This design comes from an exercise in tuning for small area, a short achievable clock period and few clock cycles on the open sky130 flow, not from production work. Only simulation tests tie the RTL to the original design; equivalence was not proved. No activity file was given, so power comes from the tool's default toggle rates.

$ cat constraint.sdc
create_clock -name core_clock -period 12.0 [get_ports {clk}]
set_input_delay 2.4000 -clock core_clock [delete_from_list [all_inputs] [get_ports {clk}]]
set_output_delay 2.4000 -clock core_clock [all_outputs]
set_load 0.01 [all_outputs]
$ cat config.mk
export PLATFORM = sky130hd
export DESIGN_NAME = eac3lc
export DESIGN_NICKNAME = eac3lc
export VERILOG_FILES = /design/flow/design.v
export SDC_FILE = /design/flow/constraint.sdc
export NUM_CORES = 4
export LEC_CHECK = 0
export CAP_MARGIN = 20
export CORE_MARGIN = 2
export CORE_UTILIZATION = 40
export PLACE_DENSITY = 0.5
export SETUP_SLACK_MARGIN = 5
export SLEW_MARGIN = 20
$ cat design.v
module eac3lc_crc_step (
    input  wire [15:0] crc_in,
    input  wire [7:0]  data,
    output reg  [15:0] crc_out
);
    integer i;
    reg [15:0] c;
    always @* begin
        c = crc_in ^ {data, 8'h00};
        for (i = 0; i < 8; i = i + 1) begin
            if (c[15])
                c = {c[14:0], 1'b0} ^ 16'h8005;
            else
                c = {c[14:0], 1'b0};
        end
        crc_out = c;
    end
endmodule
module eac3lc (
    input  wire        clk,
    input  wire        rst,
    input  wire        host_req,
    input  wire        host_we,
    input  wire        host_buf,
    input  wire [7:0]  host_addr,
    input  wire [31:0] host_wdata,
    output reg  [31:0] host_rdata,
    output wire        busy
);
    localparam [31:0] ID_VALUE = 32'h4C433136;
    localparam [3:0] R_ID = 4'h0, R_CMD = 4'h1, R_STATUS = 4'h2, R_LEN = 4'h3,
                     R_ARG_A = 4'h4, R_ARG_B = 4'h5, R_ARG_C = 4'h6, R_RESULT = 4'h7,
                     R_FCOUNT = 4'h8, R_TRIM = 4'h9, R_CURSOR = 4'hA, R_CAP = 4'hB;
    localparam [3:0] O_OK = 4'h0, O_NO_SYNC = 4'h1, O_TRUNCATED = 4'h2, O_RESYNC_EXH = 4'h3,
                     O_NOT_FOUND = 4'h4, O_ILLEGAL = 4'h5;
    localparam [3:0] S_BT0  = 4'd0,     
                     S_BT1  = 4'd1,     
                     S_BT2  = 4'd2,     
                     S_CR1  = 4'd3,     
                     S_CRC  = 4'd4,     
                     S_SCAN = 4'd5,     
                     S_PA   = 4'd6,     
                     S_PB   = 4'd7,
                     S_PC   = 4'd8,
                     S_FR1  = 4'd9,     
                     S_FR2  = 4'd10,    
                     S_STRM = 4'd11,    
                     S_FINW = 4'd12,    
                     S_ILL  = 4'd13;
    localparam [1:0] M_FIND = 2'd0, M_SEEK = 2'd1, M_RUN = 2'd2;
    reg [7:0]  mem [0:63];
    reg [6:0]  len_q;
    reg [31:0] arg_a, arg_b, arg_c;
    reg [31:0] result;
    reg [6:0]  frame_count;
    reg [6:0]  trim;
    reg [6:0]  cursor;
    reg        st_busy, st_done;
    reg [3:0]  st_outcome;
    reg [7:0]  st_last_op;
    reg        st_overrun, st_conflict;
    reg [3:0]  state;
    reg [1:0]  mode;         
    reg        is_run, is_fp;
    reg [1:0]  bop;          
    reg [6:0]  lc;
    reg [6:0]  ptr;          
    reg [6:0]  lim;          
    reg        abig;         
    reg [6:0]  qa;           
    reg [7:0]  rq;           
    reg        v;            
    reg        qin;          
    reg        prevok;       
    reg        prev0b;       
    reg [2:0]  bsh;          
    reg [7:0]  bval;         
    reg [15:0] crc;
    reg [6:0]  sa;           
    reg [2:0]  lenhi;
    reg [5:0]  flo;          
    reg        fshort;       
    reg [3:0]  off;          
    reg [6:0]  cka;          
    reg [1:0]  ckp;          
    assign busy = st_busy;
    wire        h_reg_wr = host_req &  host_we & ~host_buf;
    wire        h_buf_wr = host_req &  host_we &  host_buf;
    wire [3:0]  h_reg    = host_addr[5:2];
    wire        cmd_wr   = h_reg_wr && h_reg == R_CMD;
    wire        accept   = cmd_wr && !st_busy;
    wire        h_buf_ok = !st_busy && host_addr[7:6] == 2'b00;
    wire [7:0]  cwl      = host_wdata[7:0];
    wire        cw_hi0   = host_wdata[31:8] == 24'd0;
    wire [5:0]  ra = st_busy ? ptr[5:0] : host_addr[5:0];
    wire [7:0]  rd = mem[ra];
    wire        a_hi6   = |arg_a[31:6];
    wire        a_hi9   = |arg_a[31:9];
    wire        b_hi7   = |arg_b[31:7];
    wire        b_zero  = arg_b == 32'd0;
    wire [6:0]  cc_end  = (b_hi7 || arg_b[6:0] > len_q) ? len_q : arg_b[6:0];
    wire [7:0]  ab_sum  = {2'b00, arg_a[5:0]} + {1'b0, arg_b[6:0]};
    wire [6:0]  sf_lim  = (b_zero || b_hi7 || ab_sum >= {1'b0, len_q}) ? len_q : ab_sum[6:0];
    wire        p_lt    = !abig && ptr < lim;     
    wire [6:0]  ptr_p1  = ptr + 7'd1;
    wire        rq_0b   = rq == 8'h0B;
    wire        found   = v && prevok && prev0b && rq == 8'h77;    
    wire [6:0]  qa_m1   = qa - 7'd1;
    wire        near    = {1'b0, sa} + 8'd5 > {1'b0, lc};          
    wire [7:0]  lo      = qin ? rq : 8'h00;
    wire [12:0] fl      = {1'b0, lenhi, lo, 1'b0} + 13'd2;
    wire [7:0]  em2     = {1'b0, sa} + {1'b0, lo[5:0], 1'b0};     
    wire        f_trunc = abig || lenhi != 3'd0 || lo[7:6] != 2'b00 ||
                          ({1'b0, em2} + 9'd2 > {2'b00, lc});
    wire [12:0] ffl     = {6'd0, flo, 1'b0} + 13'd2;
    reg  [7:0]  mval;
    reg         mwe;
    always @* begin
        mval = rq;
        mwe  = 1'b0;
        case (off)
            4'd7: begin mval = p_lt ? ((rq & 8'hF8) | 8'h05) : (rq | 8'h04);  mwe = qin; end
            4'd8: begin mval = p_lt ? 8'hA0 : ((rq & 8'h03) | 8'hA0);         mwe = qin; end
            4'd9: begin mval = rq & 8'h03;                                    mwe = qin; end
            default: ;
        endcase
    end
    wire        s_crc_en = !fshort || ({1'b0, off} < {flo[3:0], 1'b0});
    wire        s_last   = fshort ? (off == 4'd9) : !p_lt;
    reg  [15:0] cs_in;
    reg  [7:0]  cs_data;
    wire [15:0] cs_out;
    eac3lc_crc_step u_crc (.crc_in(cs_in), .data(cs_data), .crc_out(cs_out));
    always @* begin
        cs_in   = crc;
        cs_data = rq;
        case (state)
            S_CR1:  cs_data = 8'h00;         
            S_FR1:  cs_in   = 16'h0000;
            S_STRM: cs_data = mval;
            default: ;
        endcase
    end
    wire [7:0]  bit_m = 8'h80 >> bsh;
    reg        e_we;
    reg [7:0]  e_wd;
    always @* begin
        e_we = 1'b0;
        e_wd = 8'h00;
        if (ckp != 2'd0) begin
            e_we = 1'b1;
            e_wd = ckp[1] ? crc[15:8] : crc[7:0];
        end
        case (state)
            S_BT1: begin
                if (bop == 2'd2) begin
                    e_we = qin;
                    e_wd = bval[0] ? (rq | bit_m) : (rq & ~bit_m);
                end else if (bop == 2'd3) begin
                    if (bsh == 3'd0) begin
                        e_we = qin;
                        e_wd = bval;
                    end else begin
                        e_we = p_lt;
                        e_wd = (rq & ~(8'hFF >> bsh)) | (bval >> bsh);
                    end
                end
            end
            S_BT2: begin
                e_we = 1'b1;
                e_wd = (rq & (8'hFF >> bsh)) | (bval << (4'd8 - {1'b0, bsh}));
            end
            S_STRM: begin
                e_we = mwe;
                e_wd = mval;
            end
            default: ;
        endcase
    end
    wire [5:0] e_wa = (ckp != 2'd0) ? cka[5:0] : qa[5:0];
    wire       b_we = st_busy ? e_we : (h_buf_wr && h_buf_ok);
    wire [5:0] b_wa = st_busy ? e_wa : host_addr[5:0];
    wire [7:0] b_wd = st_busy ? e_wd : host_wdata[7:0];
    always @(posedge clk) begin
        if (b_we)
            mem[b_wa] <= b_wd;
    end
    wire [31:0] status_word = {14'd0, st_conflict, st_overrun, st_last_op, st_outcome,
                               2'b00, st_done, st_busy};
    reg  [31:0] reg_rdata;
    always @* begin
        case (h_reg)
            R_ID:     reg_rdata = ID_VALUE;
            R_STATUS: reg_rdata = status_word;
            R_LEN:    reg_rdata = {25'd0, len_q};
            R_ARG_A:  reg_rdata = arg_a;
            R_ARG_B:  reg_rdata = arg_b;
            R_ARG_C:  reg_rdata = arg_c;
            R_RESULT: reg_rdata = result;
            R_FCOUNT: reg_rdata = {25'd0, frame_count};
            R_TRIM:   reg_rdata = {25'd0, trim};
            R_CURSOR: reg_rdata = {25'd0, cursor};
            R_CAP:    reg_rdata = 32'd64;
            default:  reg_rdata = 32'd0;
        endcase
    end
    always @(posedge clk) begin
        if (host_buf)
            host_rdata <= {24'd0, h_buf_ok ? rd : 8'h00};
        else
            host_rdata <= reg_rdata;
        rq <= rd;
        qa <= ptr;
        qin <= p_lt;
    end
    always @(posedge clk) begin
        if (rst) begin
            len_q <= 7'd0;
            arg_a <= 32'd0;
            arg_b <= 32'd0;
            arg_c <= 32'd0;
        end else if (h_reg_wr) begin
            case (h_reg)
                R_LEN:   len_q <= (host_wdata[31:7] != 25'd0 || host_wdata[6]) ?
                                  7'd64 : host_wdata[6:0];
                R_ARG_A: arg_a <= host_wdata;
                R_ARG_B: arg_b <= host_wdata;
                R_ARG_C: arg_c <= host_wdata;
                default: ;
            endcase
        end
    end
    always @(posedge clk) begin
        if (rst) begin
            st_overrun  <= 1'b0;
            st_conflict <= 1'b0;
        end else begin
            if (h_reg_wr && h_reg == R_STATUS) begin
                if (host_wdata[16]) st_overrun  <= 1'b0;
                if (host_wdata[17]) st_conflict <= 1'b0;
            end
            if (cmd_wr && st_busy)
                st_overrun <= 1'b1;
            if (host_req && host_buf && st_busy)
                st_conflict <= 1'b1;
        end
    end
    reg        fin;
    reg [3:0]  fin_code;
    reg        fin_res;         
    reg [31:0] fin_val;
    reg        issue;           
    always @(posedge clk) begin
        fin      = 1'b0;
        fin_code = O_OK;
        fin_res  = 1'b0;
        fin_val  = 32'd0;
        issue    = 1'b0;
        if (rst) begin
            st_busy     <= 1'b0;
            st_done     <= 1'b0;
            st_outcome  <= 4'd0;
            st_last_op  <= 8'd0;
            result      <= 32'd0;
            frame_count <= 7'd0;
            trim        <= 7'd0;
            cursor      <= 7'd0;
            ckp         <= 2'd0;
        end else if (accept) begin
            st_busy    <= 1'b1;
            st_done    <= 1'b0;
            st_outcome <= 4'd0;
            st_last_op <= cwl;
            lc         <= len_q;
            lim        <= len_q;
            bval       <= arg_b[7:0];
            bsh        <= arg_a[2:0];
            bop        <= cwl[1:0];
            crc        <= arg_c[15:0] ^ {arg_b[7:0], 8'h00};
            ptr        <= {1'b0, arg_a[5:0]};
            sa         <= {1'b0, arg_a[5:0]};
            abig       <= a_hi6;
            v          <= 1'b0;
            prevok     <= 1'b0;
            is_run     <= 1'b0;
            is_fp      <= cwl[1];
            mode       <= M_FIND;
            ckp        <= 2'd0;
            state      <= S_ILL;
            if (cw_hi0) begin
                case (cwl)
                    8'h01, 8'h02, 8'h03: begin
                        ptr   <= {1'b0, arg_a[8:3]};
                        abig  <= a_hi9;
                        state <= S_BT0;
                    end
                    8'h10: begin
                        crc   <= {arg_b[7:0], 8'h00};
                        state <= S_CR1;
                    end
                    8'h11: state <= S_CR1;
                    8'h12: begin
                        crc   <= arg_c[15:0];
                        lim   <= cc_end;
                        state <= S_CRC;
                    end
                    8'h20: begin
                        lim   <= sf_lim;
                        state <= S_SCAN;
                    end
                    8'h21, 8'h22: state <= S_PA;
                    8'h23: begin
                        frame_count <= 7'd0;
                        trim        <= 7'd0;
                        cursor      <= 7'd0;
                        ptr         <= 7'd0;
                        sa          <= 7'd0;
                        abig        <= 1'b0;
                        is_run      <= 1'b1;
                        mode        <= M_SEEK;
                        state       <= S_SCAN;
                    end
                    default: ;
                endcase
            end
        end else if (st_busy) begin
            if (ckp != 2'd0) begin
                ckp <= {1'b0, ckp[1]};
                cka <= cka + 7'd1;
            end
            case (state)
                S_BT0: begin
                    issue = 1'b1;
                    state <= S_BT1;
                end
                S_BT1: begin
                    if (bop == 2'd1) begin
                        fin = 1'b1; fin_res = 1'b1;
                        fin_val = {31'd0, qin & |(rq & bit_m)};
                    end else if (bop == 2'd3 && bsh != 3'd0 && p_lt) begin
                        issue = 1'b1;
                        state <= S_BT2;
                    end else begin
                        fin = 1'b1;
                    end
                end
                S_BT2: fin = 1'b1;
                S_CR1: begin
                    fin = 1'b1; fin_res = 1'b1; fin_val = {16'd0, cs_out};
                end
                S_CRC: begin
                    issue = p_lt;
                    if (v) crc <= cs_out;
                    if (!p_lt) begin
                        fin = 1'b1; fin_res = 1'b1;
                        fin_val = {16'd0, v ? cs_out : crc};
                    end
                end
                S_SCAN: begin
                    issue = p_lt;
                    if (v) begin
                        prevok <= 1'b1;
                        prev0b <= rq_0b;
                    end
                    if (mode == M_RUN && near) begin
                        issue = 1'b0;
                        state <= S_FINW;
                    end else if (found) begin
                        if (mode == M_FIND) begin
                            fin = 1'b1; fin_res = 1'b1; fin_val = {25'd0, qa_m1};
                        end else begin
                            if (mode == M_SEEK) trim <= qa_m1;
                            sa    <= qa_m1;
                            mode  <= M_RUN;
                            issue = 1'b1;
                            state <= S_FR1;
                        end
                    end else if (!p_lt) begin
                        fin = 1'b1; fin_res = 1'b1;
                        case (mode)
                            M_FIND: begin fin_code = O_NOT_FOUND; fin_val = 32'hFFFF_FFFF; end
                            M_SEEK: begin fin_code = O_NO_SYNC; fin_val = 32'd0; end
                            default: begin
                                fin_code = O_RESYNC_EXH; fin_val = {25'd0, frame_count};
                            end
                        endcase
                    end
                end
                S_PA: begin issue = 1'b1; state <= S_PB; end
                S_PB: begin issue = 1'b1; state <= S_PC; end
                S_PC: begin issue = 1'b1; state <= S_FR1; end
                S_FR1: begin
                    issue = 1'b1;
                    lenhi <= qin ? rq[2:0] : 3'd0;
                    crc   <= cs_out;
                    state <= S_FR2;
                    if (is_run && near) begin
                        fin = 1'b1; fin_res = 1'b1; fin_val = {25'd0, frame_count};
                    end
                end
                S_FR2: begin
                    issue  = 1'b1;
                    crc    <= (lenhi == 3'd0 && lo < 8'd2) ? 16'h0000 : cs_out;
                    cka    <= em2[6:0];
                    flo    <= lo[5:0];
                    fshort <= lenhi == 3'd0 && lo < 8'd5;
                    off    <= 4'd4;
                    state  <= S_STRM;
                    if (!is_run && !is_fp) begin
                        fin = 1'b1; fin_res = 1'b1; fin_val = {19'd0, fl};
                    end else if (f_trunc) begin
                        fin = 1'b1; fin_res = 1'b1; fin_code = O_TRUNCATED;
                        fin_val = is_run ? {25'd0, frame_count} : {19'd0, fl};
                    end else if (!(lenhi == 3'd0 && lo < 8'd5)) begin
                        lim <= em2[6:0];
                    end
                end
                S_STRM: begin
                    issue = fshort || p_lt;
                    if (s_crc_en) crc <= cs_out;
                    if (off != 4'hF) off <= off + 4'd1;
                    if (s_last) begin
                        issue  = 1'b0;
                        ckp    <= 2'd2;
                        ptr    <= cka + 7'd2;
                        sa     <= cka + 7'd2;
                        lim    <= lc;
                        prevok <= 1'b0;
                        if (is_run) begin
                            frame_count <= frame_count + 7'd1;
                            state       <= S_SCAN;
                        end else begin
                            state <= S_FINW;
                        end
                    end
                end
                S_FINW: begin
                    if (ckp != 2'd2) begin
                        fin = 1'b1; fin_res = 1'b1;
                        fin_val = is_run ? {25'd0, frame_count} : {crc, 3'd0, ffl};
                    end
                end
                default: begin
                    fin = 1'b1; fin_code = O_ILLEGAL;
                end
            endcase
            v <= issue;
            if (issue) ptr <= ptr_p1;
            if (fin) begin
                st_outcome <= fin_code;
                st_busy    <= 1'b0;
                st_done    <= 1'b1;
                if (fin_res) result <= fin_val;
                if (is_run) cursor <= sa - trim;
            end
        end
    end
endmodule
$ cat run.sh
#!/bin/bash
# synth_recipe.tcl (not shown) runs the flow's synth.tcl, then flattens the netlist and writes it again
# the make line also repeats each setting of config.mk as NAME=value (left out here)
make -C /OpenROAD-flow-scripts/flow DESIGN_CONFIG=/design/flow/config.mk WORK_HOME=/design/flow/orfs CLKGATE_MAP_FILE= SYNTH_SCRIPT=/design/flow/synth_recipe.tcl finish
==> results of run 1 <==
==> kinds of logic after synthesis <==
kind of cell               after synthesis  synth area share
adders and majority gates               79            0.0257
and+or+nand+nor                       1037             0.120
xor gates and xnor gates                86            0.0201
DFF                                    822             0.576
AOI/OAI and AO/OA                      801             0.136
muxes                                  191            0.0915
buffers and inverters                  302            0.0313
==> cells in the final DEF, fill, tap and decap left out, drive strengths merged, types with 29 or more instances in the layout <==
master / instances
clkdlybuf4s50: 75
ha: 77
mux4: 132
nand3: 55
clkbuf: 125
clkinv: 34
nand2: 447
nor3: 57
a221oi: 34
and2: 52
dfxtp: 221
a31oi: 49
nor2b: 29
a21oi: 258
mux2i: 51
a211oi: 80
inv: 72
nor2: 270
xnor2: 59
a22oi: 63
o21ai: 127
buf: 72
edfxtp: 601
==> metal layers <==
layer | global-route usage | part of all wire
met1 | 0.386 | 0.45
met3 | 0.0402 | 0.075
met2 | 0.393 | 0.45
met4 | 0.0729 | 0.025
met5 | 0 | 0.00058
==> final cells by class <==
class,instances,area (um^2)
multi-input cells,2194,15500
clock buffers,125,2610
repair buffers,147,1320
clock inverters,41,387
inverters,72,270
flip-flops and latches,822,22500
fillers,8805,52500
well taps,1276,1600
==> sequential cells by signal, indices dropped and copies added (netlist names), 6 cells and up <==
register     count
len_q            7
arg_a           32
trim             7
result          32
flo              6
cursor           7
ptr              7
qa               7
arg_b           32
lc               7
cka              7
mem            512
st_last_op       8
sa               7
lim              7
rq               8
host_rdata      32
arg_c           32
bval             8
frame_count      7
crc             16
==> worst max path at each step <==
stage                       startpoint                     end  cells past startpoint
after floorplan           host_addr[2]          abig$_DFFE_PP_                      9
after global placement    host_addr[0]   host_rdata[5]$_DFF_P_                     11
after detailed placement  host_addr[0]   host_rdata[5]$_DFF_P_                     11
after CTS                  qin$_DFF_P_  result[4]$_SDFFE_PP0P_                     20
after global routing       qin$_DFF_P_  result[4]$_SDFFE_PP0P_                     20
final                      qin$_DFF_P_  result[4]$_SDFFE_PP0P_                     20
==> worst max-delay path: cells and delay by family (launching register included) <==
family | cells | cell delay (ns)
simple gates | 5 | 1.58
flops | 1 | 0.81
xor+xnor | 2 | 0.31
mux | 1 | 0.25
buf+inv | 1 | 0.24
fa+ha+maj | 3 | 0.94
compound gates | 8 | 2.43
==> metrics by stage <==
stage               hold WS (ns)  utilization
finish                     0.455        0.457
CTS                        0.456        0.457
global placement           0.441        0.426
detailed placement         0.448        0.426
floorplan                  0.397            -
global route               0.475        0.457
==> power by group through the flow <==
stage | clock (W) | sequential (W) | combinational (W)
6_report | 0.00280 | 0.00307 | 0.000384
5_1_grt | 0.00295 | 0.00307 | 0.000409
4_1_cts | 0.00285 | 0.00307 | 0.000382
3_5_place_dp | 0 | 0.00313 | 0.000381
3_3_place_gp | 0 | 0.00313 | 0.000379
2_1_floorplan | 0 | 0.00312 | 0.000229
==> results.cfg, run 1 <==
[yosys]
synth_largest_area_cell = edfxtp_1
yosys_warnings = 2
synth_nets = 3442
synth_area_leaders = edfxtp_1 46%, dfxtp_1 11%, mux4_2 7.6%
syn_area_um2 = 39000
synthCells = 3318
synth_seq_cells = 822
yosysMostFrequentCell = edfxtp_1
synth_edf_count = 601
async_flop_share = 0
synthTopCellsByCount = 601 x edfxtp_1, 446 x nand2_1, 270 x nor2_1
synth_cell_types = 91
yosysSeqAreaShare = 0.576
synth-main-ff-cell = edfxtp_1
synth.avg_cell_area_um2 = 11.8
synth_top_area_frac = 0.462

[placed_design]
dp_slack_ns = 5.24
dp.cells = 4511
dpl_cell_area_um2 = 41200
place_hpwl_um = 88400
gp_congestion = 0.923
port_buffers = 77

[layout]
final_nets = 3454
final_cells = 4677
antennaDiodeCount = 0
drive_gt1_frac = 0.122
postLayoutCellArea_um2 = 44200
area_growth_pct = 13.1

[clock_network]
cts_root_buffer = clkbuf_16
h-tree-depth = 3
post_cts_buffers = 0
cts_buffers = 93
cts.sinks = 822
cts_hold_buf = 0
cts_tree = done
cts.clk_slew.worst_paths_ns = 0.06
clk_latency_ns = 0.70
cts_resized = 0
clock_path_buffers = 3

[routing]
avgRoutedWirePerCell_um = 27.9
ant_nets = 0
routed_wl_um = 130000
firstDrtPassIters = 7
drc = 0
vias = 28300
drt_iter0_drc = 2977
routed_via_density = 6.05

[pwr]
netSwitchingPower_w = 0.00145
p_leak_nw = 14.2
swShare = 0.232
total_power_w = 0.00625
pwr-share-clk = 0.447
seqPwrFrac = 0.491
powerDensity_nw_per_um2 = 142
ir_drop_v = 0.000100
power_frac_comb = 0.061
p_int_w = 0.00480

[min_path]
whs_path_depth = 2
hp-class = reg -> reg
min_to = arg_c[20]$_SDFFE_PP0P_
min_from = arg_c[20]$_SDFFE_PP0P_

[flow_run]
cap_violations = 0

[setup_path]
crit_path_frequent_cell = ha_1
path_class = reg -> reg
endpoint_kind = register
worstPathRequired_ns = 12.58
reg2reg_depth = 20
r2r-start = qin$_DFF_P_
cp-start-kind = register
cp_slowest_cell = o31a_2
arrival_ns = 7.25
max_stage_delay_ns = 0.92
crit_chain = and2_1, ha_1, ha_1, a21oi_1, o221ai_1, xor2_2, nor3_2, and3_1, xnor2_1, ha_1, o21a_1, o22ai_1, a31oi_1, nor3b_1, mux2i_1, buf_4, and2_1, o31a_2, o2111ai_1, o221a_1
r2r-end = result[4]$_SDFFE_PP0P_
path_max_fanout = 45
reg2reg_slack_ns = 5.33

[floorplan]
rows = 114
die_x_um = 316
dieArea_um2 = 100000
core_area_um2 = 96700
initial_core_util = 0.404
ios = 78
die_height_um = 316

[global_route]
gr-usage-all-layers = 0.259
grt_overflow = 0
grt_max_degree = 112
grt_pass1_wl_um = 190000
grt_pass1_vias = 27600
antenna_found_initial = 7

[timing]
maxSlewHeadroom = 0.193
setup_viol = 0
final.setup.tns_ns = 0
worst_slack_ns = 5.33
period_minus_slack_ns = 6.67
period_share = 0.556
fmax_mhz = 150
hold_viol = 0
worst_slew_pin_slew_ns = 1.21
fin_skew_ns = 0.0470
rsz0062_at_grt = false
slew_violations = 0

[run_status]
status = complete, no violations
Testbench counts, summed over its fixed seeds: cycles 32,240.
==> run 2: changes to the inputs <==
--- a/design.v
+++ b/design.v
@@ -84,5 +84,8 @@
     reg [6:0]  cka;          
     reg [1:0]  ckp;          
-    assign busy = st_busy;
+    reg        tneg;         
+    reg [5:0]  tdh;          
+    reg        busy_o;       
+    assign busy = busy_o;
     wire        h_reg_wr = host_req &  host_we & ~host_buf;
     wire        h_buf_wr = host_req &  host_we &  host_buf;
@@ -111,6 +114,6 @@
     wire [12:0] fl      = {1'b0, lenhi, lo, 1'b0} + 13'd2;
     wire [7:0]  em2     = {1'b0, sa} + {1'b0, lo[5:0], 1'b0};     
-    wire        f_trunc = abig || lenhi != 3'd0 || lo[7:6] != 2'b00 ||
-                          ({1'b0, em2} + 9'd2 > {2'b00, lc});
+    wire [7:0]  tdiff   = {1'b0, lc} - {1'b0, sa} - 8'd2;
+    wire        f_trunc = abig || tneg || lenhi != 3'd0 || lo > {2'b00, tdh};
     wire [12:0] ffl     = {6'd0, flo, 1'b0} + 13'd2;
     reg  [7:0]  mval;
@@ -259,4 +262,5 @@
         if (rst) begin
             st_busy     <= 1'b0;
+            busy_o      <= 1'b0;
             st_done     <= 1'b0;
             st_outcome  <= 4'd0;
@@ -269,4 +273,5 @@
         end else if (accept) begin
             st_busy    <= 1'b1;
+            busy_o     <= 1'b1;
             st_done    <= 1'b0;
             st_outcome <= 4'd0;
@@ -380,7 +385,7 @@
                         case (mode)
                             M_FIND: begin fin_code = O_NOT_FOUND; fin_val = 32'hFFFF_FFFF; end
-                            M_SEEK: begin fin_code = O_NO_SYNC; fin_val = 32'd0; end
+                            M_SEEK: fin_code = O_NO_SYNC;
                             default: begin
-                                fin_code = O_RESYNC_EXH; fin_val = {25'd0, frame_count};
+                                fin_code = O_RESYNC_EXH;
                             end
                         endcase
@@ -393,8 +398,10 @@
                     issue = 1'b1;
                     lenhi <= qin ? rq[2:0] : 3'd0;
+                    tneg  <= tdiff[7];
+                    tdh   <= tdiff[6:1];
                     crc   <= cs_out;
                     state <= S_FR2;
                     if (is_run && near) begin
-                        fin = 1'b1; fin_res = 1'b1; fin_val = {25'd0, frame_count};
+                        fin = 1'b1;
                     end
                 end
@@ -411,5 +418,5 @@
                     end else if (f_trunc) begin
                         fin = 1'b1; fin_res = 1'b1; fin_code = O_TRUNCATED;
-                        fin_val = is_run ? {25'd0, frame_count} : {19'd0, fl};
+                        fin_val = {19'd0, fl};
                     end else if (!(lenhi == 3'd0 && lo < 8'd5)) begin
                         lim <= em2[6:0];
@@ -438,5 +445,5 @@
                     if (ckp != 2'd2) begin
                         fin = 1'b1; fin_res = 1'b1;
-                        fin_val = is_run ? {25'd0, frame_count} : {crc, 3'd0, ffl};
+                        fin_val = {crc, 3'd0, ffl};
                     end
                 end
@@ -450,6 +457,8 @@
                 st_outcome <= fin_code;
                 st_busy    <= 1'b0;
+                busy_o     <= 1'b0;
                 st_done    <= 1'b1;
-                if (fin_res) result <= fin_val;
+                if (is_run) result <= {25'd0, frame_count};
+                else if (fin_res) result <= fin_val;
                 if (is_run) cursor <= sa - trim;
             end
==> run 2 against run 1 <==
- worst hold slack hardly changed
- utilization barely moved
- synthesized cell count is 0.51% lower
- clock skew is 0.011 ns higher
==> results.cfg, run 2 <==
[timing]
fin_skew_ns = 0.0582
period_minus_slack_ns = 5.85
period_share = 0.487
slew_violations = 0
worst_slew_pin_slew_ns = 1.26
hold_viol = 0
fmax_mhz = 171
worst_slack_ns = 6.15
setup_viol = 0
maxSlewHeadroom = 0.155
rsz0062_at_grt = false
final.setup.tns_ns = 0

[layout]
drive_gt1_frac = 0.124
utilization = 0.457
area_growth_pct = 12.9
top_register = mem
largest_reg_flops = 512
final_nets = 3466
antennaDiodeCount = 0
final_cell_mix = 608 x edfxtp_1, 499 x nand2_1, 261 x a21oi_1
postLayoutCellArea_um2 = 44300
final_common_cell = edfxtp_1

[pwr]
p_leak_nw = 14.7
ir_drop_v = 0.000118
powerDensity_nw_per_um2 = 140
total_power_w = 0.00621

[setup_path]
crit_chain = clkdlybuf4s50_1, inv_1, ha_1, buf_4, and3_1, and2_2, buf_4, nand2_1, nor4_2, a22o_1, a21oi_1, a21bo_2
cp_slowest_cell = nor4_2
path_max_fanout = 33
endpoint_kind = register
max_stage_delay_ns = 0.65
reg2reg_slack_ns = 6.98
r2r-end = mem[6][0]$_DFFE_PP_
critPathBufInv = 4
crit_path_frequent_cell = buf_4
worstPathRequired_ns = 12.52
reg2reg_depth = 10
path_class = in -> reg
r2r-start = bsh[1]$_DFFE_PP_
arrival_ns = 6.37
cp-start-kind = input pin
critical_path.top_delay_family = simple AND/OR/NAND/NOR gates

[yosys]
synth_cell_types = 98
synth-main-ff-cell = edfxtp_1
synth_nets = 3438
syn_area_um2 = 39200
synth_top_family_by_area = compound AO/OA/AOI/OAI gates
yosys_warnings = 2
synth.avg_cell_area_um2 = 11.9
synth_top_area_frac = 0.466
synth_compound_area_frac = 0.128
synthCells = 3301
synth_seq_cells = 830
async_flop_share = 0
synthXorXnorAreaFrac = 0.0218
synthSimpleGateAreaFrac = 0.118
synthAdderAreaFrac = 0.0301
yosysMostFrequentCell = edfxtp_1
synth_area_leaders = edfxtp_1 47%, dfxtp_1 11%, mux4_2 7.7%
synthTopCellsByCount = 608 x edfxtp_1, 499 x nand2_1, 266 x a21oi_1
synth_edf_count = 608
yosysSeqAreaShare = 0.579
muxShareOfSynthArea = 0.0920
synth_largest_area_cell = edfxtp_1

[floorplan]
rows = 114
initial_core_util = 0.404
dieArea_um2 = 101000
ios = 78
die_height_um = 317
core_area_um2 = 97000
die_x_um = 317

[placed_design]
dp_slack_ns = 5.31
gp_congestion = 0.921
port_buffers = 77
place_hpwl_um = 90900
dpl_cell_area_um2 = 41400

[routing]
vias = 28300
routed_via_density = 6.04
routed_wl_um = 134000
firstDrtPassIters = 6
drt_iter0_drc = 3578
drc = 0
avgRoutedWirePerCell_um = 28.5
ant_nets = 0

[clock_network]
h-tree-depth = 3
clock_path_buffers = 3
cts.clk_slew.worst_paths_ns = 0.06
cts_tree = done
cts_resized = 0
cts_root_buffer = clkbuf_16
clk_latency_ns = 0.70
cts_buffers = 92
cts_hold_buf = 0
cts.sinks = 830
post_cts_buffers = 0

[global_route]
grt_overflow = 0
gr-usage-all-layers = 0.265
grt_pass1_vias = 27700
grt_pass1_wl_um = 194000
antenna_found_initial = 5
grt_max_degree = 129

[min_path]
whs_path_depth = 2
hp-class = reg -> reg
min_from = st_last_op[5]$_SDFFE_PP0P_
min_to = st_last_op[5]$_SDFFE_PP0P_

[flow_run]
cap_violations = 0

[run_status]
status = complete, no violations
## run 2: changes by cell type in the layout (fill, tap and decap cells not counted), moves of 10 or more
cell,previous run,this run
a211oi_1,78,59
a221o_1,2,12
a31oi_1,48,31
ha_1,77,88
inv_1,71,88
nand2_1,446,499
nor2_1,267,238
nor3_2,11,1
o21ai_0,123,112
## run 2: worst reg2reg max path, stage by stage (launching register included)
cell	delay [ns]
edfxtp_1	0.64
inv_1	0.27
ha_1	0.30
ha_1	0.40
nor2b_1	0.26
and2_1	0.34
nand2_1	0.24
o21a_1	0.24
o21ai_2	0.43
nand3_1	0.55
nor2_1	0.98
## run 2: cells by family after synthesis
kind of cell / after synthesis
AND/OR/NAND/NOR: 1033
flip-flops: 830
AO/OA/AOI/OAI: 763
buffers and inverters: 302
multiplexers: 191
adder cells (fa/ha/maj): 92
XOR/XNOR: 90
## run 2: layout make-up
cell class,count,area (um^2)
Clock inverter,56,477
Fill cell,8882,52700
Inverter,91,342
Multi-Input combinational cell,2169,15400
Clock buffer,117,2430
Timing Repair Buffer,145,1310
Sequential cell,830,22700
Tap cell,1276,1600
## run 2: power by group
part	internal [W]	leakage [nW]	switching [W]	total, W
Clock	0.00152	1.43	0.00121	0.00272
Combinational	0.000132	5.96	0.000247	0.000378
Sequential	0.00308	7.28	0.0000214	0.00310
## run 2: how the worst max path moves through the flow
stage	from	endpoint	slack, ns	cells past startpoint
6_report	host_addr[5]	lim[2]$_DFFE_PP_	6.15	12
5_1_grt	host_addr[5]	lim[5]$_DFFE_PP_	5.95	12
4_1_cts	host_addr[0]	host_rdata[6]$_DFF_P_	6.02	12
3_5_place_dp	host_addr[0]	host_rdata[5]$_DFF_P_	5.31	12
3_3_place_gp	host_addr[0]	host_rdata[5]$_DFF_P_	5.31	12
2_1_floorplan	host_addr[3]	abig$_DFFE_PP_	6.82	9
## run 2: per-stage QoR
| stage | std cells | hold WS, ns |
|---|---|---|
| floorplan | 3301 | 0.397 |
| global placement | 4509 | 0.442 |
| detailed placement | 4510 | 0.446 |
| global route | 4684 | 0.467 |
| CTS | 4683 | 0.454 |
| finish | 4684 | 0.455 |
## run 2: routing by layer
layer,up-vias,GRT usage,wire [um]
met5,-,0,21
met4,4,0.0659,2850
met3,159,0.0507,11800
met2,1301,0.390,58000
met1,14400,0.402,60900
li1,12500,-,-
Testbench counts of run 2, summed over its fixed seeds: cycles 32,240.

==> separate check: timing with driven ports <==
The flow's constraints put no driver on any port. The routed layouts listed below were extracted and timed again, unchanged, in two steps.
Step 1 assumes that a clkbuf_16 drives the clock port and a buf_2 every other input.
Step 2 moves the port delays by t, midway between the first and last clock arrival at a register: inputs arrive t later, outputs are due t later. That takes back most of the time a late clock gives input paths.
Three values: ideal, step 1, step 2; two values: the first two.
| run | t (ns) | setup WS [ns] | clock arrival spread, ns | slew at the worst register clock pin (ns) | cell pins on the clock port's net |
|---|---|---|---|---|---|
| run 1 | 0.744 | 5.326 / 5.326 / 5.293 | 0.047 / 0.047 | 0.07 / 0.07 | 1 |
| run 2 | 0.746 | 6.154 / 6.203 / 5.457 | 0.058 / 0.059 | 0.07 / 0.07 | 1 |
After both steps setup and hold are still met in every run listed. For run 2, which loses most, drivers alone change the setup slack by +0.049 ns; drivers and shift together by -0.697 ns.
